From an optimization exercise on the open Yosys and OpenROAD flow, aimed at a short achievable clock period and few clock cycles per item; shortcuts taken in it are not production practice.
The RTL was checked by simulation tests, not by an equivalence proof against the original design.
Power and IR drop assume default switching activity.

--- design.v ---
module mtp40c_crc_step (
    input  wire [7:0] hi_in,
    input  wire [7:0] lo_in,
    input  wire [7:0] data,
    output wire [7:0] hi_out,
    output wire [7:0] lo_out
);
    function [15:0] table_word;
        input [7:0] i;
        reg   [15:0] w;
        integer r;
        begin
            w = {8'd0, i};
            for (r = 0; r < 8; r = r + 1) begin
                if (w[0])
                    w = (w >> 1) ^ 16'hA001;
                else
                    w = w >> 1;
            end
            table_word = w;
        end
    endfunction
    wire [7:0]  idx   = lo_in ^ data;
    wire [15:0] entry = table_word(idx);
    assign lo_out = hi_in ^ entry[7:0];     
    assign hi_out = entry[15:8];            
endmodule
module mtp40c_crc_fold (
    input  wire [191:0] buf_in,     
    output wire [15:0]  y
);
    assign y[ 0] = ^(buf_in & 192'h920493e497a48e24db2525212139396968888cccd5550001);
    assign y[ 1] = ^(buf_in & 192'hb60db42db8ed926d6d6f6f63634b4bbbb99995557fff0002);
    assign y[ 2] = ^(buf_in & 192'h6c1b685b71db24dadadedec6c696977773332aaafffe0004);
    assign y[ 3] = ^(buf_in & 192'hd836d0b6e3b649b5b5bdbd8d8d2d2eeee6665555fffc0008);
    assign y[ 4] = ^(buf_in & 192'hb06da16dc76c936b6b7b7b1b1a5a5dddccccaaabfff80010);
    assign y[ 5] = ^(buf_in & 192'h60db42db8ed926d6d6f6f63634b4bbbb99995557fff00020);
    assign y[ 6] = ^(buf_in & 192'hc1b685b71db24dadadedec6c696977773332aaafffe00040);
    assign y[ 7] = ^(buf_in & 192'h836d0b6e3b649b5b5bdbd8d8d2d2eeee6665555fffc00080);
    assign y[ 8] = ^(buf_in & 192'h06da16dc76c936b6b7b7b1b1a5a5dddccccaaabfff800100);
    assign y[ 9] = ^(buf_in & 192'h0db42db8ed926d6d6f6f63634b4bbbb99995557fff000200);
    assign y[10] = ^(buf_in & 192'h1b685b71db24dadadedec6c696977773332aaafffe000400);
    assign y[11] = ^(buf_in & 192'h36d0b6e3b649b5b5bdbd8d8d2d2eeee6665555fffc000800);
    assign y[12] = ^(buf_in & 192'h6da16dc76c936b6b7b7b1b1a5a5dddccccaaabfff8001000);
    assign y[13] = ^(buf_in & 192'hdb42db8ed926d6d6f6f63634b4bbbb99995557fff0002000);
    assign y[14] = ^(buf_in & 192'h248124f925e9238936c94948484e4e5a5a22233335554000);
    assign y[15] = ^(buf_in & 192'h490249f24bd247126d929290909c9cb4b44446666aaa8000);
endmodule
module mtp40c_crc_finish (
    input  wire [15:0] y,
    input  wire [24:0] sel,         
    output wire [15:0] crc
);
    wire [15:0] x = y ^ 16'hFFFF;
    wire [15:0] p0 = {^(x & 16'h8000), ^(x & 16'h4000), ^(x & 16'h2000), ^(x & 16'h1000), ^(x & 16'h0800), ^(x & 16'h0400), ^(x & 16'h0200), ^(x & 16'h0100), ^(x & 16'h0080), ^(x & 16'h0040), ^(x & 16'h0020), ^(x & 16'h0010), ^(x & 16'h0008), ^(x & 16'h0004), ^(x & 16'h0002), ^(x & 16'h0001)};
    wire [15:0] p1 = {^(x & 16'h00ff), ^(x & 16'h007f), ^(x & 16'h00c0), ^(x & 16'h0060), ^(x & 16'h0030), ^(x & 16'h0018), ^(x & 16'h000c), ^(x & 16'h0006), ^(x & 16'h8003), ^(x & 16'h4001), ^(x & 16'h2000), ^(x & 16'h1000), ^(x & 16'h0800), ^(x & 16'h0400), ^(x & 16'h0200), ^(x & 16'h01ff)};
    wire [15:0] p2 = {^(x & 16'hfffd), ^(x & 16'h7ffe), ^(x & 16'hc002), ^(x & 16'h6001), ^(x & 16'h3000), ^(x & 16'h1800), ^(x & 16'h0c00), ^(x & 16'h0600), ^(x & 16'h0300), ^(x & 16'h0180), ^(x & 16'h00c0), ^(x & 16'h0060), ^(x & 16'h0030), ^(x & 16'h0018), ^(x & 16'h000c), ^(x & 16'hfffb)};
    wire [15:0] p3 = {^(x & 16'hfdff), ^(x & 16'hfeff), ^(x & 16'h0280), ^(x & 16'h0140), ^(x & 16'h00a0), ^(x & 16'h0050), ^(x & 16'h0028), ^(x & 16'h0014), ^(x & 16'h000a), ^(x & 16'h8005), ^(x & 16'hc002), ^(x & 16'h6001), ^(x & 16'h3000), ^(x & 16'h1800), ^(x & 16'h0c00), ^(x & 16'hfbff)};
    wire [15:0] p4 = {^(x & 16'hfff3), ^(x & 16'hfff9), ^(x & 16'h800f), ^(x & 16'h4007), ^(x & 16'ha003), ^(x & 16'h5001), ^(x & 16'h2800), ^(x & 16'h1400), ^(x & 16'h0a00), ^(x & 16'h0500), ^(x & 16'h0280), ^(x & 16'h0140), ^(x & 16'h00a0), ^(x & 16'h0050), ^(x & 16'h0028), ^(x & 16'hffe7)};
    wire [15:0] p5 = {^(x & 16'hf3ff), ^(x & 16'hf9ff), ^(x & 16'h0f00), ^(x & 16'h0780), ^(x & 16'h03c0), ^(x & 16'h01e0), ^(x & 16'h00f0), ^(x & 16'h0078), ^(x & 16'h003c), ^(x & 16'h001e), ^(x & 16'h800f), ^(x & 16'h4007), ^(x & 16'ha003), ^(x & 16'h5001), ^(x & 16'h2800), ^(x & 16'he7ff)};
    wire [15:0] p6 = {^(x & 16'hffd7), ^(x & 16'hffeb), ^(x & 16'h0022), ^(x & 16'h8011), ^(x & 16'hc008), ^(x & 16'he004), ^(x & 16'hf002), ^(x & 16'h7801), ^(x & 16'h3c00), ^(x & 16'h1e00), ^(x & 16'h0f00), ^(x & 16'h0780), ^(x & 16'h03c0), ^(x & 16'h01e0), ^(x & 16'h00f0), ^(x & 16'hffaf)};
    wire [15:0] p7 = {^(x & 16'hd7ff), ^(x & 16'hebff), ^(x & 16'h2200), ^(x & 16'h1100), ^(x & 16'h0880), ^(x & 16'h0440), ^(x & 16'h0220), ^(x & 16'h0110), ^(x & 16'h0088), ^(x & 16'h0044), ^(x & 16'h0022), ^(x & 16'h8011), ^(x & 16'hc008), ^(x & 16'he004), ^(x & 16'hf002), ^(x & 16'haffe)};
    wire [15:0] p8 = {^(x & 16'hff0f), ^(x & 16'hff87), ^(x & 16'h00cc), ^(x & 16'h0066), ^(x & 16'h8033), ^(x & 16'h4019), ^(x & 16'h200c), ^(x & 16'h1006), ^(x & 16'h8803), ^(x & 16'h4401), ^(x & 16'h2200), ^(x & 16'h1100), ^(x & 16'h0880), ^(x & 16'h0440), ^(x & 16'h0220), ^(x & 16'hfe1f)};
    wire [15:0] p9 = {^(x & 16'h0ffd), ^(x & 16'h87fe), ^(x & 16'hcc02), ^(x & 16'h6601), ^(x & 16'h3300), ^(x & 16'h1980), ^(x & 16'h0cc0), ^(x & 16'h0660), ^(x & 16'h0330), ^(x & 16'h0198), ^(x & 16'h00cc), ^(x & 16'h0066), ^(x & 16'h8033), ^(x & 16'h4019), ^(x & 16'h200c), ^(x & 16'h1ffb)};
    wire [15:0] p10 = {^(x & 16'hfddf), ^(x & 16'hfeef), ^(x & 16'h02a8), ^(x & 16'h0154), ^(x & 16'h00aa), ^(x & 16'h8055), ^(x & 16'hc02a), ^(x & 16'h6015), ^(x & 16'h300a), ^(x & 16'h9805), ^(x & 16'hcc02), ^(x & 16'h6601), ^(x & 16'h3300), ^(x & 16'h1980), ^(x & 16'h0cc0), ^(x & 16'hfbbf)};
    wire [15:0] p11 = {^(x & 16'hdff3), ^(x & 16'heff9), ^(x & 16'ha80f), ^(x & 16'h5407), ^(x & 16'haa03), ^(x & 16'h5501), ^(x & 16'h2a80), ^(x & 16'h1540), ^(x & 16'h0aa0), ^(x & 16'h0550), ^(x & 16'h02a8), ^(x & 16'h0154), ^(x & 16'h00aa), ^(x & 16'h8055), ^(x & 16'hc02a), ^(x & 16'hbfe6)};
    wire [15:0] p12 = {^(x & 16'hf33f), ^(x & 16'hf99f), ^(x & 16'h0ff0), ^(x & 16'h07f8), ^(x & 16'h03fc), ^(x & 16'h01fe), ^(x & 16'h80ff), ^(x & 16'h407f), ^(x & 16'ha03f), ^(x & 16'h501f), ^(x & 16'ha80f), ^(x & 16'h5407), ^(x & 16'haa03), ^(x & 16'h5501), ^(x & 16'h2a80), ^(x & 16'he67f)};
    wire [15:0] p13 = {^(x & 16'h3fd5), ^(x & 16'h9fea), ^(x & 16'hf020), ^(x & 16'hf810), ^(x & 16'hfc08), ^(x & 16'hfe04), ^(x & 16'hff02), ^(x & 16'h7f81), ^(x & 16'h3fc0), ^(x & 16'h1fe0), ^(x & 16'h0ff0), ^(x & 16'h07f8), ^(x & 16'h03fc), ^(x & 16'h01fe), ^(x & 16'h80ff), ^(x & 16'h7faa)};
    wire [15:0] p14 = {^(x & 16'hd57f), ^(x & 16'heabf), ^(x & 16'h2020), ^(x & 16'h1010), ^(x & 16'h0808), ^(x & 16'h0404), ^(x & 16'h0202), ^(x & 16'h8101), ^(x & 16'hc080), ^(x & 16'he040), ^(x & 16'hf020), ^(x & 16'hf810), ^(x & 16'hfc08), ^(x & 16'hfe04), ^(x & 16'hff02), ^(x & 16'haafe)};
    wire [15:0] p15 = {^(x & 16'h7f00), ^(x & 16'hbf80), ^(x & 16'h20c0), ^(x & 16'h1060), ^(x & 16'h0830), ^(x & 16'h0418), ^(x & 16'h020c), ^(x & 16'h0106), ^(x & 16'h8083), ^(x & 16'h4041), ^(x & 16'h2020), ^(x & 16'h1010), ^(x & 16'h0808), ^(x & 16'h0404), ^(x & 16'h0202), ^(x & 16'hfe01)};
    wire [15:0] p16 = {^(x & 16'h00fd), ^(x & 16'h807e), ^(x & 16'hc0c2), ^(x & 16'h6061), ^(x & 16'h3030), ^(x & 16'h1818), ^(x & 16'h0c0c), ^(x & 16'h0606), ^(x & 16'h8303), ^(x & 16'h4181), ^(x & 16'h20c0), ^(x & 16'h1060), ^(x & 16'h0830), ^(x & 16'h0418), ^(x & 16'h020c), ^(x & 16'h01fb)};
    wire [15:0] p17 = {^(x & 16'hfdfd), ^(x & 16'h7efe), ^(x & 16'hc282), ^(x & 16'h6141), ^(x & 16'h30a0), ^(x & 16'h1850), ^(x & 16'h0c28), ^(x & 16'h0614), ^(x & 16'h030a), ^(x & 16'h8185), ^(x & 16'hc0c2), ^(x & 16'h6061), ^(x & 16'h3030), ^(x & 16'h1818), ^(x & 16'h0c0c), ^(x & 16'hfbfb)};
    wire [15:0] p18 = {^(x & 16'hfdf3), ^(x & 16'hfef9), ^(x & 16'h828f), ^(x & 16'h4147), ^(x & 16'ha0a3), ^(x & 16'h5051), ^(x & 16'h2828), ^(x & 16'h1414), ^(x & 16'h0a0a), ^(x & 16'h8505), ^(x & 16'hc282), ^(x & 16'h6141), ^(x & 16'h30a0), ^(x & 16'h1850), ^(x & 16'h0c28), ^(x & 16'hfbe7)};
    wire [15:0] p19 = {^(x & 16'hf3f3), ^(x & 16'hf9f9), ^(x & 16'h8f0f), ^(x & 16'h4787), ^(x & 16'ha3c3), ^(x & 16'h51e1), ^(x & 16'h28f0), ^(x & 16'h1478), ^(x & 16'h0a3c), ^(x & 16'h051e), ^(x & 16'h828f), ^(x & 16'h4147), ^(x & 16'ha0a3), ^(x & 16'h5051), ^(x & 16'h2828), ^(x & 16'he7e7)};
    wire [15:0] p20 = {^(x & 16'hf3d7), ^(x & 16'hf9eb), ^(x & 16'h0f22), ^(x & 16'h8791), ^(x & 16'hc3c8), ^(x & 16'he1e4), ^(x & 16'hf0f2), ^(x & 16'h7879), ^(x & 16'h3c3c), ^(x & 16'h1e1e), ^(x & 16'h8f0f), ^(x & 16'h4787), ^(x & 16'ha3c3), ^(x & 16'h51e1), ^(x & 16'h28f0), ^(x & 16'he7af)};
    wire [15:0] p21 = {^(x & 16'hd7d7), ^(x & 16'hebeb), ^(x & 16'h2222), ^(x & 16'h9111), ^(x & 16'hc888), ^(x & 16'he444), ^(x & 16'hf222), ^(x & 16'h7911), ^(x & 16'h3c88), ^(x & 16'h1e44), ^(x & 16'h0f22), ^(x & 16'h8791), ^(x & 16'hc3c8), ^(x & 16'he1e4), ^(x & 16'hf0f2), ^(x & 16'hafae)};
    wire [15:0] p22 = {^(x & 16'hd70f), ^(x & 16'heb87), ^(x & 16'h22cc), ^(x & 16'h1166), ^(x & 16'h88b3), ^(x & 16'h4459), ^(x & 16'h222c), ^(x & 16'h1116), ^(x & 16'h888b), ^(x & 16'h4445), ^(x & 16'h2222), ^(x & 16'h9111), ^(x & 16'hc888), ^(x & 16'he444), ^(x & 16'hf222), ^(x & 16'hae1e)};
    wire [15:0] p23 = {^(x & 16'h0f0d), ^(x & 16'h8786), ^(x & 16'hccce), ^(x & 16'h6667), ^(x & 16'hb333), ^(x & 16'h5999), ^(x & 16'h2ccc), ^(x & 16'h1666), ^(x & 16'h8b33), ^(x & 16'h4599), ^(x & 16'h22cc), ^(x & 16'h1166), ^(x & 16'h88b3), ^(x & 16'h4459), ^(x & 16'h222c), ^(x & 16'h1e1b)};
    wire [15:0] p24 = {^(x & 16'h0ddd), ^(x & 16'h86ee), ^(x & 16'hceaa), ^(x & 16'h6755), ^(x & 16'h33aa), ^(x & 16'h99d5), ^(x & 16'hccea), ^(x & 16'h6675), ^(x & 16'h333a), ^(x & 16'h999d), ^(x & 16'hccce), ^(x & 16'h6667), ^(x & 16'hb333), ^(x & 16'h5999), ^(x & 16'h2ccc), ^(x & 16'h1bbb)};
    assign crc = ({16{sel[0]}} & p0) |
                 ({16{sel[1]}} & p1) |
                 ({16{sel[2]}} & p2) |
                 ({16{sel[3]}} & p3) |
                 ({16{sel[4]}} & p4) |
                 ({16{sel[5]}} & p5) |
                 ({16{sel[6]}} & p6) |
                 ({16{sel[7]}} & p7) |
                 ({16{sel[8]}} & p8) |
                 ({16{sel[9]}} & p9) |
                 ({16{sel[10]}} & p10) |
                 ({16{sel[11]}} & p11) |
                 ({16{sel[12]}} & p12) |
                 ({16{sel[13]}} & p13) |
                 ({16{sel[14]}} & p14) |
                 ({16{sel[15]}} & p15) |
                 ({16{sel[16]}} & p16) |
                 ({16{sel[17]}} & p17) |
                 ({16{sel[18]}} & p18) |
                 ({16{sel[19]}} & p19) |
                 ({16{sel[20]}} & p20) |
                 ({16{sel[21]}} & p21) |
                 ({16{sel[22]}} & p22) |
                 ({16{sel[23]}} & p23) |
                 ({16{sel[24]}} & p24);
endmodule
module mtp40c_pe (
    input  wire        clk,
    input  wire        rst,         
    input  wire        cmd_valid,
    output wire        cmd_ready,
    input  wire [39:0] cmd_word,
    output wire        done,
    output wire [31:0] result,
    output wire [2:0]  status,
    input  wire [31:0] now_ms,
    output wire        tx_valid,
    output wire [7:0]  tx_data,
    input  wire        tx_ready,
    input  wire        rx_valid,
    input  wire [7:0]  rx_data,
    output wire        rx_ready
);
    localparam [7:0]  TX_CAP       = 8'd24;
    localparam [7:0]  RESP_CAP     = 8'd24;
    localparam [7:0]  BROADCAST    = 8'hFE;
    localparam [7:0]  ADDR_MAX     = 8'd247;
    localparam [7:0]  DEFAULT_ADDR = 8'h01;
    localparam [7:0]  DEVICE_TYPE  = 8'h02;
    localparam [31:0] TIMEOUT_DEF  = 32'd100;
    localparam [31:0] RATE_WINDOW  = 32'd4000;
    localparam [31:0] APR_MIN      = 32'h442F0000;    
    localparam [31:0] APR_MAX      = 32'h44898000;    
    localparam [15:0] SPC_MIN      = 16'd400;
    localparam [15:0] SPC_MAX      = 16'd5000;
    localparam [15:0] HRS_MIN      = 16'd24;
    localparam [15:0] HRS_MAX      = 16'd720;
    localparam [31:0] F32_M999     = 32'hC479C000;    
    localparam [7:0] OP_BEGIN      = 8'h01;
    localparam [7:0] OP_GETADDR    = 8'h10;
    localparam [7:0] OP_SETADDR    = 8'h11;
    localparam [7:0] OP_SETGENERIC = 8'h12;
    localparam [7:0] OP_SETSPECIF  = 8'h13;
    localparam [7:0] OP_USESPECIF  = 8'h14;
    localparam [7:0] OP_GETAIRP    = 8'h20;
    localparam [7:0] OP_SETAIRP    = 8'h21;
    localparam [7:0] OP_GETGAS     = 8'h22;
    localparam [7:0] OP_SETSPC     = 8'h30;
    localparam [7:0] OP_SPCREADY   = 8'h31;
    localparam [7:0] OP_OPENSC     = 8'h32;
    localparam [7:0] OP_CLOSESC    = 8'h33;
    localparam [7:0] OP_SCSTATUS   = 8'h34;
    localparam [7:0] OP_SETHOURS   = 8'h35;
    localparam [7:0] OP_GETHOURS   = 8'h36;
    localparam [7:0] OP_SETTIMEOUT = 8'h40;
    localparam [7:0] OP_GETTIMEOUT = 8'h41;
    localparam [7:0] OP_SUPPRESS   = 8'h42;
    localparam [7:0] OP_GETSUPPR   = 8'h43;
    localparam [7:0] OP_LASTREAD   = 8'h44;
    localparam [7:0] OP_GETTYPE    = 8'h45;
    localparam [7:0] OP_LASTERROR  = 8'h46;
    localparam [7:0] OP_CRC16      = 8'h50;
    localparam [7:0] OP_REQUEST    = 8'h51;
    localparam [7:0] OP_WRBUF      = 8'h52;
    localparam [7:0] OP_RDBUF      = 8'h53;
    localparam [2:0] ST_OK       = 3'd0;
    localparam [2:0] ST_VALID    = 3'd1;
    localparam [2:0] ST_TIMEOUT  = 3'd2;
    localparam [2:0] ST_PROTOCOL = 3'd3;
    localparam [2:0] ST_ILLEGAL  = 3'd4;
    function legal_word;
        input [7:0]  op;
        input [31:0] v;
        begin
            case (op)
                OP_BEGIN, OP_SETADDR, OP_CRC16, OP_RDBUF:
                    legal_word = (v[31:8] == 24'd0);
                OP_GETADDR, OP_SETGENERIC, OP_SETSPECIF, OP_USESPECIF,
                OP_GETAIRP, OP_GETGAS, OP_SPCREADY, OP_OPENSC, OP_CLOSESC,
                OP_SCSTATUS, OP_GETHOURS, OP_GETTIMEOUT, OP_GETSUPPR,
                OP_LASTREAD, OP_GETTYPE, OP_LASTERROR:
                    legal_word = (v == 32'd0);
                OP_SETAIRP, OP_SETTIMEOUT:
                    legal_word = 1'b1;
                OP_SETSPC, OP_SETHOURS, OP_REQUEST, OP_WRBUF:
                    legal_word = (v[31:16] == 16'd0);
                OP_SUPPRESS:
                    legal_word = (v[31:1] == 31'd0);
                default:
                    legal_word = 1'b0;    
            endcase
        end
    endfunction
    function [4:0] tmpl_len;
        input [7:0] op;
        begin
            case (op)
                OP_GETADDR:  tmpl_len = 5'd8;
                OP_SETADDR:  tmpl_len = 5'd9;
                OP_GETAIRP:  tmpl_len = 5'd8;
                OP_SETAIRP:  tmpl_len = 5'd10;
                OP_GETGAS:   tmpl_len = 5'd8;
                OP_SETSPC:   tmpl_len = 5'd9;
                OP_SPCREADY: tmpl_len = 5'd6;
                OP_OPENSC:   tmpl_len = 5'd6;
                OP_CLOSESC:  tmpl_len = 5'd6;
                OP_SCSTATUS: tmpl_len = 5'd6;
                OP_SETHOURS: tmpl_len = 5'd8;
                OP_GETHOURS: tmpl_len = 5'd6;
                default:     tmpl_len = 5'd6;
            endcase
        end
    endfunction
    function [4:0] resp_len;
        input [7:0] op;
        begin
            case (op)
                OP_GETADDR:  resp_len = 5'd7;
                OP_SETADDR:  resp_len = 5'd8;
                OP_GETAIRP:  resp_len = 5'd10;
                OP_SETAIRP:  resp_len = 5'd10;
                OP_GETGAS:   resp_len = 5'd14;
                OP_SETSPC:   resp_len = 5'd10;
                OP_SPCREADY: resp_len = 5'd6;
                OP_OPENSC:   resp_len = 5'd6;
                OP_CLOSESC:  resp_len = 5'd6;
                OP_SCSTATUS: resp_len = 5'd6;
                OP_SETHOURS: resp_len = 5'd6;
                OP_GETHOURS: resp_len = 5'd9;
                default:     resp_len = 5'd6;
            endcase
        end
    endfunction
    function [7:0] tmpl_byte;
        input [7:0]  op;
        input [4:0]  i;
        input [31:0] v;
        begin
            tmpl_byte = 8'h00;
            case (op)
                OP_GETADDR: begin
                    if (i == 5'd1) tmpl_byte = 8'hA0;
                    if (i == 5'd5) tmpl_byte = 8'h01;
                end
                OP_SETADDR: begin
                    if (i == 5'd1) tmpl_byte = 8'hA1;
                    if (i == 5'd5) tmpl_byte = 8'h01;
                    if (i == 5'd6) tmpl_byte = v[7:0];
                end
                OP_GETAIRP: begin
                    if (i == 5'd1) tmpl_byte = 8'hA2;
                    if (i == 5'd5) tmpl_byte = 8'h02;
                end
                OP_SETAIRP: begin
                    if (i == 5'd1) tmpl_byte = 8'hA3;
                    if (i == 5'd4) tmpl_byte = v[7:0];
                    if (i == 5'd5) tmpl_byte = v[15:8];
                    if (i == 5'd6) tmpl_byte = v[23:16];
                    if (i == 5'd7) tmpl_byte = v[31:24];
                end
                OP_GETGAS: begin
                    if (i == 5'd1) tmpl_byte = 8'hA4;
                    if (i == 5'd5) tmpl_byte = 8'h03;
                end
                OP_SETSPC: begin
                    if (i == 5'd1) tmpl_byte = 8'hA5;
                    if (i == 5'd4) tmpl_byte = v[7:0];
                    if (i == 5'd5) tmpl_byte = v[15:8];
                end
                OP_SPCREADY: begin
                    if (i == 5'd1) tmpl_byte = 8'hA6;
                    if (i == 5'd3) tmpl_byte = 8'h01;
                end
                OP_OPENSC: begin
                    if (i == 5'd1) tmpl_byte = 8'hA7;
                    if (i == 5'd3) tmpl_byte = 8'h01;
                end
                OP_CLOSESC: begin
                    if (i == 5'd1) tmpl_byte = 8'hA7;
                end
                OP_SCSTATUS: begin
                    if (i == 5'd1) tmpl_byte = 8'hA8;
                end
                OP_SETHOURS: begin
                    if (i == 5'd1) tmpl_byte = 8'hA9;
                    if (i == 5'd4) tmpl_byte = v[7:0];
                    if (i == 5'd5) tmpl_byte = v[15:8];
                end
                OP_GETHOURS: begin
                    if (i == 5'd1) tmpl_byte = 8'hAA;
                end
                default: tmpl_byte = 8'h00;
            endcase
        end
    endfunction
    function [31:0] timeout_sentinel;
        input [7:0] op;
        begin
            case (op)
                OP_GETADDR:  timeout_sentinel = 32'h000000FF;
                OP_GETAIRP:  timeout_sentinel = F32_M999;
                OP_SCSTATUS: timeout_sentinel = 32'h00000002;
                OP_GETHOURS: timeout_sentinel = 32'h0000FFFF;
                default:     timeout_sentinel = 32'h00000000;
            endcase
        end
    endfunction
    function gt32;
        input [31:0] a;
        input [31:0] b;
        reg   [31:0] g;
        reg   [31:0] p;
        integer w, k;
        begin
            g = a & ~b;
            p = a | ~b;
            for (w = 1; w < 32; w = w * 2) begin
                for (k = 0; k + w < 32; k = k + 2 * w) begin
                    g[k] = g[k + w] | (p[k + w] & g[k]);
                    p[k] = p[k + w] & p[k];
                end
            end
            gt32 = g[0];
        end
    endfunction
    function [32:0] add32;
        input [31:0] a;
        input [31:0] b;
        reg   [31:0] p;
        reg   [31:0] gg;
        reg   [31:0] pp;
        integer w, k;
        begin
            p  = a ^ b;
            gg = a & b;
            pp = p;
            for (w = 1; w < 32; w = w * 2) begin
                for (k = 31; k >= w; k = k - 1) begin
                    gg[k] = gg[k] | (pp[k] & gg[k - w]);
                    pp[k] = pp[k] & pp[k - w];
                end
            end
            add32 = {gg[31], p ^ {gg[30:0], 1'b0}};
        end
    endfunction
    function gt8;
        input [7:0] a;
        input [7:0] b;
        begin
            gt8 = gt32({24'd0, a}, {24'd0, b});
        end
    endfunction
    function [7:0] buf_byte;
        input [191:0] b;
        input [4:0]   i;
        begin
            case (i)
                5'd0:  buf_byte = b[  7:  0];
                5'd1:  buf_byte = b[ 15:  8];
                5'd2:  buf_byte = b[ 23: 16];
                5'd3:  buf_byte = b[ 31: 24];
                5'd4:  buf_byte = b[ 39: 32];
                5'd5:  buf_byte = b[ 47: 40];
                5'd6:  buf_byte = b[ 55: 48];
                5'd7:  buf_byte = b[ 63: 56];
                5'd8:  buf_byte = b[ 71: 64];
                5'd9:  buf_byte = b[ 79: 72];
                5'd10: buf_byte = b[ 87: 80];
                5'd11: buf_byte = b[ 95: 88];
                5'd12: buf_byte = b[103: 96];
                5'd13: buf_byte = b[111:104];
                5'd14: buf_byte = b[119:112];
                5'd15: buf_byte = b[127:120];
                5'd16: buf_byte = b[135:128];
                5'd17: buf_byte = b[143:136];
                5'd18: buf_byte = b[151:144];
                5'd19: buf_byte = b[159:152];
                5'd20: buf_byte = b[167:160];
                5'd21: buf_byte = b[175:168];
                5'd22: buf_byte = b[183:176];
                5'd23: buf_byte = b[191:184];
                default: buf_byte = 8'h00;
            endcase
        end
    endfunction
    reg        idle_r;      
    reg        dec_r;       
    reg        crc_r;       
    reg        crc_r2;      
    reg        tx_r;        
    reg        tx_first;    
    reg        rx_r;        
    reg        done_r;      
    reg        upd_addr, upd_gen, upd_spc, upd_tmo, upd_sup, upd_wr;
    reg [23:0] wr_sel;      
    reg [39:0] cmd;
    reg [31:0] now_a;       
    reg [31:0] result_r;
    reg [2:0]  status_r;    
    reg [7:0]  addr;
    reg        specific;
    reg [31:0] timeout;
    reg        suppress;
    reg [31:0] lastread;
    reg [31:0] lr_end;      
    reg        lr_wrap;     
    reg [15:0] gas;
    reg [31:0] airp;
    reg [191:0] txbuf;
    reg [191:0] respbuf;
    reg [7:0]  tx_byte;     
    reg [23:0] tx_oh;       
    reg [23:0] nx_oh;       
    reg [4:0]  tleft;       
    reg [4:0]  rlen;        
    reg [15:0] crc;         
    reg        rx_rdy;      
    reg        rx_first;    
    reg        rx_second;   
    reg [32:0] np_tmo;      
    reg [23:0] rx_oh;       
    reg [4:0]  rrem;        
    reg [31:0] tstart;      
    reg [31:0] dline;       
    reg        dl_wrap;     
    reg [31:0] now_p;       
    reg        rxv_p;       
    reg [15:0] crc_y;
    reg [24:0] crc_sel;     
    reg [15:0] crc_res;     
    wire [7:0]  opcode  = cmd[39:32];
    wire [31:0] operand = cmd[31:0];
    wire        is_req  = (opcode == OP_REQUEST);
    wire        is_read = (opcode == OP_GETGAS) || (opcode == OP_GETAIRP);
    assign cmd_ready = idle_r;
    assign done      = done_r;
    assign result    = result_r;
    assign status    = status_r;
    assign tx_valid  = tx_r;
    assign tx_data   = tx_byte;
    assign rx_ready  = rx_rdy;
    reg         d_illegal, d_valerr;
    reg  [23:0] rd_sel;
    reg  [23:0] crc_bytes;
    wire d_after  = !gt32(lastread, now_a);       
    wire d_before = gt32(lr_end, now_a);          
    wire d_cached = lr_wrap ? (d_after || d_before) : (d_after && d_before);
    wire        w_tx, w_done, w_dec;
    wire        w_upd_addr, w_upd_gen, w_upd_spc, w_upd_tmo, w_upd_sup, w_upd_wr;
    wire [23:0] w_wr_sel, w_rd_sel, w_crc_mask;
    wire [31:0] f_result;
    wire [2:0]  f_status;
    wire [4:0]  w_len, w_rlen;
    wire        w_illegal, w_valerr;
    mtp40c_decode u_dec (
        .cmd_word   (cmd_word),
        .specific   (specific),
        .suppress   (suppress),
        .timeout    (timeout),
        .lastread   (lastread),
        .status_q   (status_r),
        .gas        (gas),
        .airp       (airp),
        .w_tx       (w_tx),
        .w_done     (w_done),
        .w_dec      (w_dec),
        .w_upd_addr (w_upd_addr),
        .w_upd_gen  (w_upd_gen),
        .w_upd_spc  (w_upd_spc),
        .w_upd_tmo  (w_upd_tmo),
        .w_upd_sup  (w_upd_sup),
        .w_upd_wr   (w_upd_wr),
        .w_wr_sel   (w_wr_sel),
        .f_result   (f_result),
        .f_status   (f_status),
        .w_len      (w_len),
        .w_rlen     (w_rlen),
        .w_illegal  (w_illegal),
        .w_valerr   (w_valerr),
        .w_rd_sel   (w_rd_sel),
        .w_crc_mask (w_crc_mask)
    );
    wire [7:0] addr_byte = specific ? addr : BROADCAST;
    wire [32:0] lr_sum   = add32(lastread, RATE_WINDOW);
    reg [7:0] rd_byte;
    integer r;
    always @(*) begin
        rd_byte = 8'h00;
        for (r = 0; r < 24; r = r + 1)
            rd_byte = rd_byte | ({8{rd_sel[r]}} & respbuf[8*r +: 8]);
    end
    reg [191:0] crc_mask;
    integer m;
    always @(*) begin
        for (m = 0; m < 24; m = m + 1)
            crc_mask[8*m +: 8] = crc_bytes[m] ? txbuf[8*m +: 8] : 8'h00;
    end
    wire [15:0] fold_y;
    mtp40c_crc_fold u_fold (.buf_in(crc_mask), .y(fold_y));
    wire [15:0] crc16_res;
    mtp40c_crc_finish u_finish (.y(crc_y), .sel(crc_sel), .crc(crc16_res));
    wire [7:0] crc_hi_next;
    wire [7:0] crc_lo_next;
    mtp40c_crc_step u_crc (
        .hi_in  (crc[15:8]),
        .lo_in  (crc[7:0]),
        .data   (tx_byte),
        .hi_out (crc_hi_next),
        .lo_out (crc_lo_next)
    );
    reg [7:0] nx_buf;
    integer t;
    always @(*) begin
        nx_buf = 8'h00;
        for (t = 0; t < 24; t = t + 1)
            nx_buf = nx_buf | ({8{nx_oh[t]}} & txbuf[8*t +: 8]);
    end
    wire [7:0] frame_byte = (tx_first && !is_req) ? tmpl_byte(opcode, 5'd1, operand) : nx_buf;
    wire [7:0] tx_next = (tleft == 5'd3) ? crc_lo_next :
                         (tleft == 5'd2) ? crc[15:8] : frame_byte;
    wire tx_go   = tx_r && tx_ready;
    wire tx_last = tx_go && (tleft == 5'd1);
    wire take     = rx_rdy && rx_valid;
    wire [31:0] dl_now   = rx_second ? np_tmo[31:0] : dline;
    wire        dl_wrapn = rx_second ? np_tmo[32]   : dl_wrap;
    wire late_p   = !rx_first &&
                    (dl_wrapn ? (gt32(now_p, dl_now) && gt32(tstart, now_p))
                              : (gt32(now_p, dl_now) || gt32(tstart, now_p)));
    wire [32:0] np_sum;
    mtp40c_add32 u_add (.a(now_p), .b(timeout), .s(np_sum));
    wire rx_end   = take && (rrem == 5'd1);
    function [7:0] rb;
        input integer i;
        begin
            rb = respbuf[8*i +: 8];
        end
    endfunction
    reg [31:0] x_result;
    reg [2:0]  x_status;
    always @(*) begin
        x_result = 32'd1;
        x_status = ST_OK;
        case (opcode)
            OP_GETADDR:  x_result = {24'd0, rb(3)};
            OP_GETAIRP:  x_result = {8'd0, rb(6), rb(5), rb(4)};
            OP_GETGAS: begin
                if (rb(8) != 8'd0 || rb(9) != 8'd0 || rb(10) != 8'd0 || rb(11) != 8'd0) begin
                    x_result = 32'd0;
                    x_status = ST_PROTOCOL;
                end else begin
                    x_result = {16'd0, rb(5), rb(4)};
                end
            end
            OP_SETSPC: begin
                if (rb(7) == 8'd0) begin
                    x_result = 32'd0;
                    x_status = ST_PROTOCOL;
                end
            end
            OP_SPCREADY: x_result = {31'd0, rb(3) == 8'd0};
            OP_SCSTATUS: x_result = {24'd0, rb(3)};
            OP_SETHOURS: begin
                if (rb(3) != 8'd0) begin
                    x_result = 32'd0;
                    x_status = ST_PROTOCOL;
                end
            end
            OP_GETHOURS: x_result = {16'd0, rb(4), rb(3)};
            default: ;    
        endcase
    end
    wire x_ok = (tx_last && rlen == 5'd0) || (rx_r && rx_end);
    integer i;
    always @(posedge clk) begin
        now_p   <= now_ms;
        np_tmo  <= np_sum;
        rxv_p   <= rx_valid;
        lr_end  <= lr_sum[31:0];
        lr_wrap <= lr_sum[32];
        crc_res   <= crc16_res;
        upd_addr  <= !rst && idle_r && cmd_valid && w_upd_addr;
        upd_gen   <= !rst && idle_r && cmd_valid && w_upd_gen;
        upd_spc   <= !rst && idle_r && cmd_valid && w_upd_spc;
        upd_tmo   <= !rst && idle_r && cmd_valid && w_upd_tmo;
        upd_sup   <= !rst && idle_r && cmd_valid && w_upd_sup;
        upd_wr    <= !rst && idle_r && cmd_valid && w_upd_wr;
        wr_sel    <= w_wr_sel;
        d_illegal <= w_illegal;
        d_valerr  <= w_valerr;
        rd_sel    <= w_rd_sel;
        crc_bytes <= w_crc_mask;
        if (idle_r) begin
            cmd       <= cmd_word;
            now_a     <= now_ms;
        end
        if (rst) begin
            idle_r   <= 1'b1;
            dec_r    <= 1'b0;
            crc_r    <= 1'b0;
            crc_r2   <= 1'b0;
            tx_r     <= 1'b0;
            tx_first <= 1'b0;
            rx_r     <= 1'b0;
            done_r   <= 1'b0;
            result_r <= 32'd0;
            status_r <= ST_OK;
            addr     <= DEFAULT_ADDR;
            specific <= 1'b0;
            timeout  <= TIMEOUT_DEF;
            suppress <= 1'b0;
            lastread <= 32'd0;
            lr_end   <= RATE_WINDOW;
            lr_wrap  <= 1'b0;
            gas      <= 16'd0;
            airp     <= 32'd0;
            tx_byte  <= 8'd0;
            tx_oh    <= 24'd1;
            nx_oh    <= 24'd2;
            tleft    <= 5'd0;
            rlen     <= 5'd0;
            crc      <= 16'hFFFF;
            rx_rdy   <= 1'b0;
            rx_first <= 1'b0;
            rx_second <= 1'b0;
            rx_oh    <= 24'd1;
            rrem     <= 5'd0;
            tstart   <= 32'd0;
            dline    <= 32'd0;
            dl_wrap  <= 1'b0;
            crc_y    <= 16'd0;
            crc_sel  <= 25'd0;
        end else begin
            if (dec_r) begin
                dec_r    <= 1'b0;
                crc_y    <= fold_y;
                for (i = 0; i < 25; i = i + 1)
                    crc_sel[i] <= (operand[4:0] == i);
                if (d_illegal) begin
                    result_r <= 32'd0;
                    status_r <= ST_ILLEGAL;
                    done_r   <= 1'b1;
                end else if (opcode == OP_CRC16) begin
                    crc_r    <= 1'b1;
                end else if (opcode == OP_RDBUF) begin
                    result_r <= {24'd0, rd_byte};
                    status_r <= ST_OK;
                    done_r   <= 1'b1;
                end else if (d_valerr) begin
                    result_r <= 32'd0;
                    status_r <= ST_VALID;
                    done_r   <= 1'b1;
                end else if (is_read && d_cached) begin
                    status_r <= ST_OK;
                    done_r   <= 1'b1;             
                end else begin
                    tx_r     <= 1'b1;
                    tx_first <= 1'b1;
                end
            end
            if (crc_r) begin
                crc_r    <= 1'b0;
                crc_r2   <= 1'b1;
            end
            if (crc_r2) begin
                crc_r2   <= 1'b0;
                result_r <= {16'd0, crc_res};
                status_r <= ST_OK;
                done_r   <= 1'b1;
            end
            if (tx_first) begin
                tx_first   <= 1'b0;
                txbuf[7:0] <= addr_byte;
                if (!is_req) begin
                    for (i = 1; i < 24; i = i + 1)
                        if (gt8({3'd0, tleft}, i))
                            txbuf[8*i +: 8] <= tmpl_byte(opcode, i[4:0], operand);
                end
                if (is_read)
                    lastread <= now_a;
            end
            if (tx_r && tleft == 5'd2) begin
                for (i = 0; i < 24; i = i + 1) begin
                    if (tx_oh[i]) txbuf[8*i +: 8] <= crc[7:0];
                    if (nx_oh[i]) txbuf[8*i +: 8] <= crc[15:8];
                end
            end
            if (tx_go) begin
                if (tleft != 5'd1 && tleft != 5'd2)
                    crc <= {crc_hi_next, crc_lo_next};
                if (tleft == 5'd1) begin
                    result_r <= timeout_sentinel(opcode);
                    status_r <= ST_TIMEOUT;
                    tx_r     <= 1'b0;
                    tstart   <= now_ms;
                    rx_oh    <= 24'd1;
                    rrem     <= rlen;
                    if (rlen != 5'd0) begin
                        rx_r     <= 1'b1;
                        rx_first <= 1'b1;
                        rx_rdy   <= rx_valid;
                    end
                end else begin
                    tx_byte <= tx_next;
                    tx_oh   <= nx_oh;
                    nx_oh   <= {nx_oh[22:0], 1'b0};
                    tleft   <= tleft - 5'd1;
                end
            end
            if (rx_r) begin
                rx_first  <= 1'b0;
                rx_second <= rx_first;
                if (rx_second) begin
                    dline   <= np_tmo[31:0];
                    dl_wrap <= np_tmo[32];
                end
                if (take) begin
                    for (i = 0; i < 24; i = i + 1)
                        if (rx_oh[i]) respbuf[8*i +: 8] <= rx_data;
                    rx_oh <= {rx_oh[22:0], 1'b0};
                    rrem  <= rrem - 5'd1;
                end
                if (rx_end) begin
                    rx_r   <= 1'b0;
                    rx_rdy <= 1'b0;
                end else if (late_p) begin
                    rx_r     <= 1'b0;
                    rx_rdy   <= 1'b0;
                    done_r   <= 1'b1;
                end else begin
                    rx_rdy <= rxv_p;
                end
            end
            if (x_ok) begin
                result_r <= x_result;
                status_r <= x_status;
                done_r   <= 1'b1;
                if (x_status == ST_OK) begin
                    case (opcode)
                        OP_SETADDR: addr <= operand[7:0];
                        OP_GETAIRP: airp <= x_result;
                        OP_GETGAS:  gas  <= x_result[15:0];
                        default: ;
                    endcase
                end
            end
            if (done_r) begin
                done_r   <= 1'b0;
                idle_r   <= 1'b1;
            end
            if (upd_addr) addr     <= operand[7:0];
            if (upd_gen)  specific <= 1'b0;
            if (upd_spc)  specific <= 1'b1;
            if (upd_tmo)  timeout  <= operand;
            if (upd_sup)  suppress <= operand[0];
            for (i = 0; i < 24; i = i + 1)
                if (upd_wr && wr_sel[i])
                    txbuf[8*i +: 8] <= operand[7:0];
            if (idle_r) begin
                result_r <= f_result;
                tx_byte <= addr_byte;
                tx_oh   <= 24'd1;
                nx_oh   <= 24'd2;
                tleft   <= w_len;
                rlen    <= w_rlen;
                crc     <= 16'hFFFF;
            end
            if (idle_r && cmd_valid) begin
                idle_r   <= 1'b0;
                status_r <= f_status;
                tx_r     <= w_tx;
                tx_first <= w_tx;
                dec_r    <= w_dec;
                done_r   <= w_done;
            end
        end
    end
endmodule
module mtp40c_decode (
    input  wire [39:0] cmd_word,
    input  wire        specific,
    input  wire        suppress,
    input  wire [31:0] timeout,
    input  wire [31:0] lastread,
    input  wire [2:0]  status_q,
    input  wire [15:0] gas,
    input  wire [31:0] airp,
    output wire        w_tx,          
    output wire        w_done,        
    output wire        w_dec,         
    output wire        w_upd_addr,    
    output wire        w_upd_gen,
    output wire        w_upd_spc,
    output wire        w_upd_tmo,
    output wire        w_upd_sup,
    output wire        w_upd_wr,
    output reg  [23:0] w_wr_sel,      
    output wire [31:0] f_result,      
    output wire [2:0]  f_status,      
    output wire [4:0]  w_len,         
    output wire [4:0]  w_rlen,        
    output wire        w_illegal,     
    output wire        w_valerr,      
    output reg  [23:0] w_rd_sel,      
    output reg  [23:0] w_crc_mask     
);
    localparam [7:0]  TX_CAP       = 8'd24;
    localparam [7:0]  RESP_CAP     = 8'd24;
    localparam [7:0]  BROADCAST    = 8'hFE;
    localparam [7:0]  ADDR_MAX     = 8'd247;
    localparam [7:0]  DEFAULT_ADDR = 8'h01;
    localparam [7:0]  DEVICE_TYPE  = 8'h02;
    localparam [31:0] TIMEOUT_DEF  = 32'd100;
    localparam [31:0] RATE_WINDOW  = 32'd4000;
    localparam [31:0] APR_MIN      = 32'h442F0000;    
    localparam [31:0] APR_MAX      = 32'h44898000;    
    localparam [15:0] SPC_MIN      = 16'd400;
    localparam [15:0] SPC_MAX      = 16'd5000;
    localparam [15:0] HRS_MIN      = 16'd24;
    localparam [15:0] HRS_MAX      = 16'd720;
    localparam [31:0] F32_M999     = 32'hC479C000;    
    localparam [7:0] OP_BEGIN      = 8'h01;
    localparam [7:0] OP_GETADDR    = 8'h10;
    localparam [7:0] OP_SETADDR    = 8'h11;
    localparam [7:0] OP_SETGENERIC = 8'h12;
    localparam [7:0] OP_SETSPECIF  = 8'h13;
    localparam [7:0] OP_USESPECIF  = 8'h14;
    localparam [7:0] OP_GETAIRP    = 8'h20;
    localparam [7:0] OP_SETAIRP    = 8'h21;
    localparam [7:0] OP_GETGAS     = 8'h22;
    localparam [7:0] OP_SETSPC     = 8'h30;
    localparam [7:0] OP_SPCREADY   = 8'h31;
    localparam [7:0] OP_OPENSC     = 8'h32;
    localparam [7:0] OP_CLOSESC    = 8'h33;
    localparam [7:0] OP_SCSTATUS   = 8'h34;
    localparam [7:0] OP_SETHOURS   = 8'h35;
    localparam [7:0] OP_GETHOURS   = 8'h36;
    localparam [7:0] OP_SETTIMEOUT = 8'h40;
    localparam [7:0] OP_GETTIMEOUT = 8'h41;
    localparam [7:0] OP_SUPPRESS   = 8'h42;
    localparam [7:0] OP_GETSUPPR   = 8'h43;
    localparam [7:0] OP_LASTREAD   = 8'h44;
    localparam [7:0] OP_GETTYPE    = 8'h45;
    localparam [7:0] OP_LASTERROR  = 8'h46;
    localparam [7:0] OP_CRC16      = 8'h50;
    localparam [7:0] OP_REQUEST    = 8'h51;
    localparam [7:0] OP_WRBUF      = 8'h52;
    localparam [7:0] OP_RDBUF      = 8'h53;
    localparam [2:0] ST_OK       = 3'd0;
    localparam [2:0] ST_VALID    = 3'd1;
    localparam [2:0] ST_TIMEOUT  = 3'd2;
    localparam [2:0] ST_PROTOCOL = 3'd3;
    localparam [2:0] ST_ILLEGAL  = 3'd4;
    function [4:0] tmpl_len;
        input [7:0] op;
        begin
            case (op)
                OP_GETADDR:  tmpl_len = 5'd8;
                OP_SETADDR:  tmpl_len = 5'd9;
                OP_GETAIRP:  tmpl_len = 5'd8;
                OP_SETAIRP:  tmpl_len = 5'd10;
                OP_GETGAS:   tmpl_len = 5'd8;
                OP_SETSPC:   tmpl_len = 5'd9;
                OP_SPCREADY: tmpl_len = 5'd6;
                OP_OPENSC:   tmpl_len = 5'd6;
                OP_CLOSESC:  tmpl_len = 5'd6;
                OP_SCSTATUS: tmpl_len = 5'd6;
                OP_SETHOURS: tmpl_len = 5'd8;
                OP_GETHOURS: tmpl_len = 5'd6;
                default:     tmpl_len = 5'd6;
            endcase
        end
    endfunction
    function [4:0] resp_len;
        input [7:0] op;
        begin
            case (op)
                OP_GETADDR:  resp_len = 5'd7;
                OP_SETADDR:  resp_len = 5'd8;
                OP_GETAIRP:  resp_len = 5'd10;
                OP_SETAIRP:  resp_len = 5'd10;
                OP_GETGAS:   resp_len = 5'd14;
                OP_SETSPC:   resp_len = 5'd10;
                OP_SPCREADY: resp_len = 5'd6;
                OP_OPENSC:   resp_len = 5'd6;
                OP_CLOSESC:  resp_len = 5'd6;
                OP_SCSTATUS: resp_len = 5'd6;
                OP_SETHOURS: resp_len = 5'd6;
                OP_GETHOURS: resp_len = 5'd9;
                default:     resp_len = 5'd6;
            endcase
        end
    endfunction
    function gt32;
        input [31:0] a;
        input [31:0] b;
        reg   [31:0] g;
        reg   [31:0] p;
        integer w, k;
        begin
            g = a & ~b;
            p = a | ~b;
            for (w = 1; w < 32; w = w * 2) begin
                for (k = 0; k + w < 32; k = k + 2 * w) begin
                    g[k] = g[k + w] | (p[k + w] & g[k]);
                    p[k] = p[k + w] & p[k];
                end
            end
            gt32 = g[0];
        end
    endfunction
    function gt8;
        input [7:0] a;
        input [7:0] b;
        begin
            gt8 = gt32({24'd0, a}, {24'd0, b});
        end
    endfunction
    wire [7:0]  w_op    = cmd_word[39:32];
    wire [31:0] w_v     = cmd_word[31:0];
    wire [7:0]  w_cl    = w_v[15:8];
    wire [7:0]  w_rl    = w_v[7:0];
    wire [2:0]  status_r = status_q;
    wire o_begin  = (w_op == OP_BEGIN);
    wire o_getadr = (w_op == OP_GETADDR);
    wire o_setadr = (w_op == OP_SETADDR);
    wire o_setgen = (w_op == OP_SETGENERIC);
    wire o_setspc = (w_op == OP_SETSPECIF);
    wire o_usespc = (w_op == OP_USESPECIF);
    wire o_getapr = (w_op == OP_GETAIRP);
    wire o_setapr = (w_op == OP_SETAIRP);
    wire o_getgas = (w_op == OP_GETGAS);
    wire o_setcor = (w_op == OP_SETSPC);
    wire o_corrdy = (w_op == OP_SPCREADY);
    wire o_opensc = (w_op == OP_OPENSC);
    wire o_clossc = (w_op == OP_CLOSESC);
    wire o_scstat = (w_op == OP_SCSTATUS);
    wire o_sethrs = (w_op == OP_SETHOURS);
    wire o_gethrs = (w_op == OP_GETHOURS);
    wire o_settmo = (w_op == OP_SETTIMEOUT);
    wire o_gettmo = (w_op == OP_GETTIMEOUT);
    wire o_supp   = (w_op == OP_SUPPRESS);
    wire o_getsup = (w_op == OP_GETSUPPR);
    wire o_lastrd = (w_op == OP_LASTREAD);
    wire o_gettyp = (w_op == OP_GETTYPE);
    wire o_lasterr= (w_op == OP_LASTERROR);
    wire o_crc16  = (w_op == OP_CRC16);
    wire o_req    = (w_op == OP_REQUEST);
    wire o_wrbuf  = (w_op == OP_WRBUF);
    wire o_rdbuf  = (w_op == OP_RDBUF);
    wire z_31_16 = (w_v[31:16] == 16'd0);
    wire z_15_8  = (w_v[15:8] == 8'd0);
    wire z_7_1   = (w_v[7:1] == 7'd0);
    wire z_31_8  = z_31_16 && z_15_8;
    wire z_31_1  = z_31_8 && z_7_1;
    wire z_31_0  = z_31_1 && !w_v[0];
    wire f_n  = o_getadr | o_setgen | o_setspc | o_usespc | o_getapr | o_getgas |
                o_corrdy | o_opensc | o_clossc | o_scstat | o_gethrs | o_gettmo |
                o_getsup | o_lastrd | o_gettyp | o_lasterr;
    wire f_8  = o_begin | o_setadr | o_crc16 | o_rdbuf;
    wire f_16 = o_setcor | o_sethrs | o_req | o_wrbuf;
    wire f_32 = o_setapr | o_settmo;
    wire w_legal = (f_n && z_31_0) || (f_8 && z_31_8) || (f_16 && z_31_16) ||
                   f_32 || (o_supp && z_31_1);
    wire a_bad = gt8(w_v[7:0], ADDR_MAX);                
    wire i_bad = gt8(w_v[15:8], TX_CAP - 8'd1);          
    wire r_bad = gt8(w_v[7:0], RESP_CAP - 8'd1);         
    wire n_bad = gt8(w_v[7:0], TX_CAP);                  
    wire q_bad = gt8(8'd4, w_cl) || gt8(w_cl, TX_CAP) || gt8(w_rl, RESP_CAP);
    assign w_tx   = ((o_getadr || o_corrdy || o_opensc || o_clossc || o_scstat ||
                    o_gethrs) && z_31_0) ||
                  (o_setadr && z_31_8 && !a_bad) ||
                  (o_req && z_31_16 && !q_bad);
    wire o_more = o_getadr | o_setadr | o_getapr | o_setapr | o_getgas |
                  o_setcor | o_corrdy | o_opensc | o_clossc | o_scstat |
                  o_sethrs | o_gethrs | o_crc16 | o_req | o_rdbuf;
    assign w_done = ((o_setgen || o_setspc || o_usespc || o_gettmo || o_getsup ||
                    o_lastrd || o_gettyp || o_lasterr) && z_31_0) ||
                  (o_begin && z_31_8) || (o_wrbuf && z_31_16) || o_settmo ||
                  (o_supp && z_31_1);
    assign w_dec  = !w_done && !w_tx;
    assign w_upd_addr = w_legal && o_begin && !a_bad;
    assign w_upd_gen  = w_legal && o_setgen;
    assign w_upd_spc  = w_legal && o_setspc;
    assign w_upd_tmo  = w_legal && o_settmo;
    assign w_upd_sup  = w_legal && o_supp;
    assign w_upd_wr   = w_legal && o_wrbuf && !i_bad;
    integer q;
    always @(*) begin
        for (q = 0; q < 24; q = q + 1)
            w_wr_sel[q] = (w_v[12:8] == q);
    end
    assign f_result =
        (
            ({32{o_begin && !a_bad}} & 32'd1) |
            ({32{o_usespc}} & {31'd0, specific}) |
            ({32{o_gettmo}} & timeout) |
            ({32{o_getsup}} & {31'd0, suppress}) |
            ({32{o_lastrd}} & lastread) |
            ({32{o_gettyp}} & {24'd0, DEVICE_TYPE}) |
            ({32{o_lasterr}} & {29'd0, status_r}) |
            ({32{o_getgas}} & {16'd0, gas}) |                
            ({32{o_getapr}} & airp));                        
    assign f_status =
        (o_begin && a_bad)     ? ST_VALID   :
        (o_wrbuf && i_bad)     ? ST_ILLEGAL :
        o_lasterr              ? status_r   : ST_OK;
    assign w_len  = o_req ? w_cl[4:0] : tmpl_len(w_op);
    assign w_rlen = o_req ? w_rl[4:0] : resp_len(w_op);
    assign w_illegal = !w_legal || (o_rdbuf && r_bad) || (o_crc16 && n_bad) ||
                     (o_req && q_bad);
    assign w_valerr  =
        (o_setadr && a_bad) ||
        (o_setapr && (gt32(APR_MIN, w_v) || gt32(w_v, APR_MAX))) ||
        (o_setcor && (gt32({16'd0, SPC_MIN}, {16'd0, w_v[15:0]}) ||
                      gt32({16'd0, w_v[15:0]}, {16'd0, SPC_MAX}))) ||
        (o_sethrs && (gt32({16'd0, HRS_MIN}, {16'd0, w_v[15:0]}) ||
                      gt32({16'd0, w_v[15:0]}, {16'd0, HRS_MAX})));
    always @(*) begin
        for (q = 0; q < 24; q = q + 1) begin
            w_rd_sel[q]   = (w_v[4:0] == q);
            w_crc_mask[q] = gt8({3'd0, w_v[4:0]}, q);
        end
    end
endmodule
module mtp40c_add32 (
    input  wire [31:0] a,
    input  wire [31:0] b,
    output wire [32:0] s
);
    wire [31:0] p = a ^ b;
    reg  [31:0] gg;
    reg  [31:0] pp;
    integer w, k;
    always @(*) begin
        gg = a & b;
        pp = p;
        for (w = 1; w < 32; w = w * 2) begin
            for (k = 31; k >= w; k = k - 1) begin
                gg[k] = gg[k] | (pp[k] & gg[k - w]);
                pp[k] = pp[k] & pp[k - w];
            end
        end
    end
    assign s = {gg[31], p ^ {gg[30:0], 1'b0}};
endmodule
--- flow/run.sh ---
#!/bin/bash
# The standard layout (standard.sh: unchanged synthesis, floorplan, power
# grid, placement, CTS and routing) with three repair settings changed:
#  - timing repair aims at 7 ns of setup slack instead of 0, so that it keeps
#    improving the critical paths past the point where the clock is met;
#  - the port buffers are buf_4 cells (the default pick here is a delay
#    cell), still one buffer on every input and output port;
#  - resizing may change a cell's footprint.
# make's full output goes to standard_flow.log in this folder; each ORFS
# step's own log stays under orfs/logs/.
set -uo pipefail
bash standard.sh SETUP_SLACK_MARGIN=7 MATCH_CELL_FOOTPRINT=0 \
    "BUFFER_PORTS_ARGS=-buffer_cell sky130_fd_sc_hd__buf_4" finish \
    > standard_flow.log 2>&1
--- standard.sh ---
#!/bin/bash
# synth_recipe.tcl (not shown) runs the flow's synth.tcl, then flattens the netlist and writes it again
# the make line also repeats each setting of config.mk as NAME=value (left out here)
make -C /OpenROAD-flow-scripts/flow DESIGN_CONFIG=/design/flow/config.mk WORK_HOME=/design/flow/orfs CLKGATE_MAP_FILE= SYNTH_SCRIPT=/design/flow/synth_recipe.tcl "${@:-finish}"
--- config.mk ---
export PLATFORM = sky130hd
export DESIGN_NAME = mtp40c_pe
export DESIGN_NICKNAME = mtp40c_pe
export VERILOG_FILES = /design/flow/design.v
export SDC_FILE = /design/flow/constraint.sdc
export NUM_CORES = 4
export LEC_CHECK = 0
export ABC_CLOCK_PERIOD_IN_PS = 1000
export CAP_MARGIN = 20
export CORE_MARGIN = 2
export CORE_UTILIZATION = 40
export SLEW_MARGIN = 20
export SYNTH_HIERARCHICAL = 1
export TNS_END_PERCENT = 100
--- constraint.sdc ---
create_clock -name core_clock -period 10.0 [get_ports {clk}]
set_input_delay 2.0000 -clock core_clock [delete_from_list [all_inputs] [get_ports {clk}]]
set_output_delay 2.0000 -clock core_clock [all_outputs]
set_load 0.01 [all_outputs]
==> results.py, run 1 <==
metrics = {
    "setup_path": {
        "worst-r2r-cell-count": 9,
        "r2r-start": "tx_oh[12]",
        "cp_slowest_cell": "dfxtp_4",
        "path_max_fanout": 2,
        "r2r_setup_slack_ps": 6850,
        "slowest_delay_ps": 390,
        "required_ps": 8000,
        "start_kind": "flop",
        "reg2reg_to": "tx_byte[2]",
        "cp_cell_sequence": "buf_6",
        "cp.arrival_ps": 1320,
        "worstSetupEndpointType": "output pin",
        "path_class": "reg -> out",
        "cp_top_family": "flip-flops",
        "cp_num_buf_inv": 1,
    },
    "route": {
        "routed_wl_mm": 304,
        "route.detailed.drc": 0,
        "via_count": 59695,
        "final_antenna_net_count": 0,
        "drt_iter0_drc": 9046,
        "drtPass1Iterations": 8,
        "wire_per_inst_um": 32.6,
        "viasPerCell": 6.39,
    },
    "yosys": {
        "synth_edf_count": 456,
        "muxShareOfSynthArea_pct": 2.13,
        "synth-simple-area-share_pct": 15.9,
        "synth_top_family_by_area": "compound AO/OA/AOI/OAI gates",
        "synthAdderAreaFrac_pct": 1.17,
        "synth_top_area_share_pct": 21.6,
        "netlist-cell-type-count": 117,
        "yosys_warnings": 10,
        "synthXorXnorAreaFrac_pct": 18.0,
        "syn_inst": 6926,
        "ys_async_sr_fraction_pct": 0,
        "avgSynthCellArea_um2": 9.15,
        "synth.ff_latch_count": 1004,
        "synth-compound-area-share_pct": 19.7,
        "yosys.area.top_type": "edfxtp_1",
        "dominantRegCellSynth": "dfxtp_1",
        "syn_area_um2": 63300,
        "synth_area_leaders": "edfxtp_1, dfxtp_1, xnor2_1",
        "yosysSeqAreaShare_pct": 38.9,
    },
    "sta": {
        "fin_skew_ps": 108,
        "slew_viol_final": 0,
        "tightest_slew_ps": 1180,
        "rsz0062_at_grt": "true",
        "finalHoldViolCount": 0,
        "fmax_mhz": 301,
        "fin_crit_ps": 3320,
        "tns_ps": 0,
        "worst_slack_ps": 6680,
        "min_period_over_period_pct": 33.2,
        "max_slew_margin_pct": 21.3,
        "setup_violations": 0,
    },
    "power_and_ir_drop": {
        "power_mw": 16.0,
        "p_sw_mw": 5.73,
        "clock_power_share_pct": 26.6,
        "swShare_pct": 35.9,
        "seqPwrFrac_pct": 28.8,
        "power_density_nw_per_um2": 206,
        "p_int_mw": 10.3,
        "p_leak_nw": 28.0,
        "comb_power_share_pct": 44.6,
        "ir_drop_v": 0.000219,
    },
    "layout": {
        "drive_gt1_share_pct": 22.2,
        "final_cell_mix": "nor2_1, nand2_1, xnor2_1",
        "nNetsFinal": 7293,
        "syn2layout_area_growth_pct": 22.7,
        "fin_cells": 9341,
        "layout_commonest_cell": "nor2_1",
        "final_util_pct": 49.2,
    },
    "cts": {
        "insertion_delay_ps": 810,
        "clkTransAtPathRegs_ps": 70,
        "cts_sinks": 1004,
        "htree_levels": 3,
        "tritoncts": "done",
        "cts_root_buf": "clkbuf_16",
        "clk_path_buf_depth": 3,
        "numCtsBuffers": 107,
    },
    "global_routing": {
        "antenna_found_initial": 20,
        "gr-total-overflow": 0,
        "grt_use_total_pct": 36.0,
        "grt_pass1_vias": 53850,
        "grt_pass1_wl_mm": 419,
        "grt_max_degree": 85,
    },
    "min_path": {
        "worstHoldPathCells": 2,
        "hp-class": "reg -> reg",
        "min_to": "dline[9]",
        "min-delay-start": "np_tmo[9]",
    },
    "placement": {
        "detailedPlace.worstSlack_ps": 5400,
        "place_hpwl_mm": 211,
        "port_buffers": 131,
        "dp.cells": 8745,
        "place_congestion": 1.04,
    },
    "floorplanning": {
        "core_area_um2": 158000,
        "die_h_um": 402,
        "ios": 132,
        "die_width_um": 402,
        "start_util_pct": 40.1,
        "rows": 146,
        "die-area_um2": 162000,
    },
    "status": {
        "status": "timing/DRC/antenna clean",
    },
    "flow_run": {
        "maxCapViolCount": 0,
    },
}
layer usage:
metal | wire length, um | track usage (%) | vias up
li1 | - | - | 25446
met1 | 118000 | 47.6 | 29096
met2 | 129000 | 53.8 | 4168
met3 | 34900 | 8.64 | 961
met4 | 22600 | 20.6 | 24
met5 | 211 | 0 | -
modules after synthesis (local to each module, per instance):
module             area (um^2)  times used  flip-flops and latches
mtp40c_crc_step            251           1                       0
mtp40c_crc_finish         6960           1                       0
mtp40c_crc_fold           6520           1                       0
mtp40c_pe                45700           1                    1004
mtp40c_decode             2250           1                       0
mtp40c_add32              1670           1                       0
timing repair:
action	in CTS	in global routing
endpoints found under the setup margin	577	289
endpoints found under the hold margin	0	0
resized for setup	702	351
setup buffers	236	128
gates cloned	12	9
pin swaps	171	234
hold buffers	0	0
area by class of cell:
class	instances	area, um^2
fillers	14707	80100
flip-flops and latches	1004	24900
multi-input cells	5270	39900
diodes	7	17.5
repair buffers	645	5900
clock buffers	136	3050
well taps	2072	2590
repair inverters	1	11.3
clock inverters	68	746
inverters	138	544
sequential cells by signal (all words and copies together) (netlist names), 24 cells and up:
register	cells
dline	32
wr_sel	24
crc_bytes	24
np_tmo	33
airp	24
now_p	32
lr_end	32
crc_sel	25
rd_sel	24
respbuf	192
txbuf	192
tstart	32
result_r	32
now_a	32
rx_oh	24
cmd	40
lastread	32
timeout	32
tx_oh	24
how the worst max path moves through the flow:
stage / startpoint / endpoint / slack, ps / cells past startpoint
2_1_floorplan: cmd_word[37] / tx_r / 6270 / 10
3_3_place_gp: tx_ready / addr[0] / 5420 / 8
3_5_place_dp: tx_ready / result_r[3] / 5400 / 6
4_1_cts: result_r[3] / result[3] / 6670 / 1
5_1_grt: result_r[3] / result[3] / 6660 / 1
6_report: result_r[3] / result[3] / 6680 / 1
synth_stat cells (all sizes together) (15+ instances only):
cell type	number
and3	52
nand2b	55
o22ai	78
a21o	33
xor3	15
nor2	702
a222oi	38
nor4	31
ha	40
xnor2	722
a21oi	533
a22oi	405
o221ai	29
mux2i	123
buf	142
a22o	44
xor2	204
nor3	75
a221oi	143
a211oi	108
clkbuf	385
o31ai	17
nand4	62
o2111ai	18
o211ai	19
or3	17
and2	238
nor2b	56
dfxtp	548
a31oi	29
o21ai	204
maj3	22
nand2	691
edfxtp	456
inv	135
xnor3	111
nand3	129
per-stage QoR:
step / hold slack [ps] / cell area, um^2
final: 425 / 77700
after global routing: 463 / 77700
after CTS: 389 / 75000
after detailed placement: 437 / 66200
after global placement: 426 / 66200
after floorplan: 413 / 63900
power groups by stage:
stage | registers, mW | logic [mW] | clock network (mW)
finish | 4.61 | 7.13 | 4.25
global route | 4.60 | 7.37 | 4.45
CTS | 4.60 | 6.65 | 4.27
detailed placement | 4.71 | 5.96 | 0
global placement | 4.71 | 5.97 | 0
floorplan | 4.58 | 4.45 | 0
kinds of logic (layout without fill, tap and decap cells):
| logic type | after synthesis | count (layout) |
|---|---|---|
| AO/OA/AOI/OAI | 1836 | 1837 |
| other | 1 | 15 |
| AND/OR/NAND/NOR | 2172 | 2177 |
| XOR/XNOR | 1052 | 1052 |
| flip-flops | 1004 | 1004 |
| multiplexers | 133 | 133 |
| buffers and inverters | 665 | 988 |
| adder cells (fa/ha/maj) | 63 | 63 |
Testbench counts, summed over its fixed seeds: cycles 51,443, commands 4,800.
==> run 2, diff against run 1 <==
--- a/config.mk
+++ b/config.mk
@@ -9,5 +9,5 @@
 export CAP_MARGIN = 20
 export CORE_MARGIN = 2
-export CORE_UTILIZATION = 40
+export CORE_UTILIZATION = 45
 export SLEW_MARGIN = 20
 export SYNTH_HIERARCHICAL = 1
==> run 2 against run 1 <==
Against the previous run:
- still clean
- clock power rose by 4%
- count of clock-buffer cells in the layout is 21 higher
- non-clock buffer count up 52
- global-route usage rose by 5.6 points
- critical endpoint is now tx_valid
- largest power group unchanged
==> results.py, run 2 <==
metrics = {
    "status": {
        "status": "timing/DRC/antenna clean",
    },
    "power_and_ir_drop": {
        "p_leak_nw": 28.3,
        "ir_drop_v": 0.000178,
        "power_density_nw_per_um2": 203,
    },
    "global_routing": {
        "gr-total-overflow": 0,
        "grt_pass1_wl_mm": 426,
        "grt_use_total_pct": 41.6,
        "grt_max_degree": 82,
        "antenna_found_initial": 26,
        "grt_pass1_vias": 55053,
    },
    "setup_path": {
        "path_class": "reg -> out",
        "cp.arrival_ps": 1340,
        "worst-r2r-cell-count": 12,
        "start_kind": "flop",
        "r2r_setup_slack_ps": 6800,
        "path_max_fanout": 2,
        "required_ps": 8000,
        "worstSetupEndpointType": "output pin",
    },
    "floorplanning": {
        "core_area_um2": 140000,
        "die-area_um2": 144000,
        "die_h_um": 379,
        "die_width_um": 379,
        "rows": 137,
        "start_util_pct": 45.3,
        "ios": 132,
    },
    "route": {
        "routed_wl_mm": 307,
        "route.detailed.drc": 0,
        "final_antenna_net_count": 0,
        "drtPass1Iterations": 7,
        "viasPerCell": 6.52,
        "via_count": 60087,
        "wire_per_inst_um": 33.4,
        "drt_iter0_drc": 9132,
    },
    "cts": {
        "clkTransAtPathRegs_ps": 60,
        "insertion_delay_ps": 820,
        "numCtsBuffers": 110,
        "cts_hold_buffers": 0,
        "clk_path_buf_depth": 3,
        "cts_sinks": 1004,
        "cts_root_buf": "clkbuf_16",
        "tritoncts": "done",
        "htree_levels": 3,
    },
    "sta": {
        "tightest_slew_ps": 1140,
        "slew_viol_final": 0,
        "worst_slack_ps": 6660,
        "fin_crit_ps": 3340,
        "rsz0062_at_grt": "true",
        "max_slew_margin_pct": 24.1,
        "min_period_over_period_pct": 33.4,
        "fin_skew_ps": 89.9,
        "finalHoldViolCount": 0,
        "setup_violations": 0,
        "fmax_mhz": 300,
        "tns_ps": 0,
    },
    "placement": {
        "place_hpwl_mm": 208,
        "detailedPlace.worstSlack_ps": 5370,
        "port_buffers": 131,
        "place_congestion": 1.06,
    },
    "flow_run": {
        "maxCapViolCount": 0,
    },
    "yosys": {
        "yosysSeqAreaShare_pct": 38.9,
        "dominantRegCellSynth": "dfxtp_1",
        "yosys_warnings": 10,
        "synth.ff_latch_count": 1004,
        "yosys.area.top_type": "edfxtp_1",
        "syn_area_um2": 63300,
        "synth_edf_count": 456,
        "synth_area_leaders": "edfxtp_1, dfxtp_1, xnor2_1",
        "ys_top_cells_by_count": "nor2_1, xnor2_1, nand2_1, dfxtp_1, a21oi_1",
        "syn_inst": 6926,
        "avgSynthCellArea_um2": 9.15,
        "synth.most_common_cell": "nor2_1",
        "ys_async_sr_fraction_pct": 0,
        "netlist-cell-type-count": 117,
        "synth_top_area_share_pct": 21.6,
    },
    "min_path": {
        "hp-class": "reg -> reg",
        "worstHoldPathCells": 2,
    },
    "layout": {
        "drive_gt1_share_pct": 22.6,
        "nNetsFinal": 7349,
        "largest_registers": "respbuf: 192 flops, txbuf: 192 flops, cmd: 40 flops",
        "final_util_pct": 55.9,
        "syn2layout_area_growth_pct": 23.3,
        "layout_commonest_cell": "nand2_1",
        "final_cell_mix": "nand2_1, nor2_1, xnor2_1",
    },
}
run 2: path summary, 6_finish.rpt:
path,from,to
max,tx_r,tx_valid
min,np_tmo[32],dl_wrap
max reg2reg,rx_second,done_r
min reg2reg,np_tmo[32],dl_wrap
run 2: per-layer routing:
layer / routed length, um / global-route usage [%]
met2: 130000 / 62.2
met5: 142 / 0
met1: 116000 / 52.9
met3: 35800 / 11.7
met4: 25900 / 25.9
run 2: metrics by stage:
stage	instance area (um^2)	cells	hold slack (ps)	total power, mW
6_report	78100	9212	421	15.9
5_1_grt	78100	9196	438	16.3
3_3_place_gp	65900	8545	423	10.5
3_5_place_dp	66000	8547	438	10.5
4_1_cts	75100	9030	407	15.4
2_1_floorplan	63900	6933	413	9.03
run 2: power by group:
part | leakage [nW] | internal [mW] | switching (mW)
clock | 1.93 | 2.55 | 1.88
sequential | 8.60 | 4.42 | 0.199
combinational | 17.8 | 3.38 | 3.46
total | 28.3 | 10.3 | 5.54
run 2: kinds of logic (layout without fill, tap and decap cells):
group	after synthesis	count (layout)	synth area share, %
AO/OA/AOI/OAI	1836	1838	19.7
XOR/XNOR	1052	1052	18.0
adder cells (fa/ha/maj)	63	63	1.17
buffers and inverters	665	1045	4.24
flip-flops	1004	1004	38.9
multiplexers	133	133	2.13
other	1	24	0.00592
AND/OR/NAND/NOR	2172	2177	15.9
run 2: Yosys stat by module (local to each module, per instance):
module	times used	cell area, um^2
mtp40c_add32	1	1670
mtp40c_pe	1	45700
mtp40c_crc_finish	1	6960
mtp40c_crc_step	1	251
mtp40c_crc_fold	1	6520
mtp40c_decode	1	2250
run 2: final cells by class:
type / count / area, um^2
Fill cell: 12445 / 61600
Multi-Input combinational cell: 5271 / 39900
Sequential cell: 1004 / 24900
Timing Repair Buffer: 697 / 6410
Clock buffer: 157 / 3220
Tap cell: 1876 / 2350
Clock inverter: 52 / 734
Inverter: 138 / 544
Antenna cell: 16 / 40.0
Timing Repair inverter: 1 / 11.3
run 2: critical path: stages, from the launching register on:
cell     delay [ps]
dfxtp_2         350
buf_6           130
buf_6           100
run 2: timing repair:
item | in CTS | in global routing
buffers inserted | 260 | 158
pin swaps | 169 | 209
endpoints found under the hold margin | 0 | 0
gates resized for setup | 720 | 329
setup endpoints to repair | 560 | 401
cloned | 14 | 8

port drivers added, routing unchanged:
No port has a modelled driver above. Below, the same layouts with a new extraction and two added sets of constraints.
Step 1 assumes that a clkbuf_16 drives the clock port and a buf_2 every other input.
Step 2, shift: input delay + t, output delay - t, t = (earliest + latest rising clock arrival at the registers) / 2. This alone moves slack from input paths to output paths.
Three values: ideal, step 1, step 2; two values: the first two.
run	shift t [ns]	setup WS [ns]
run 1	0.849	6.680 / 6.594 / 5.900
run 2	0.851	6.662 / 6.582 / 5.916
After both steps every run listed still meets setup and hold.
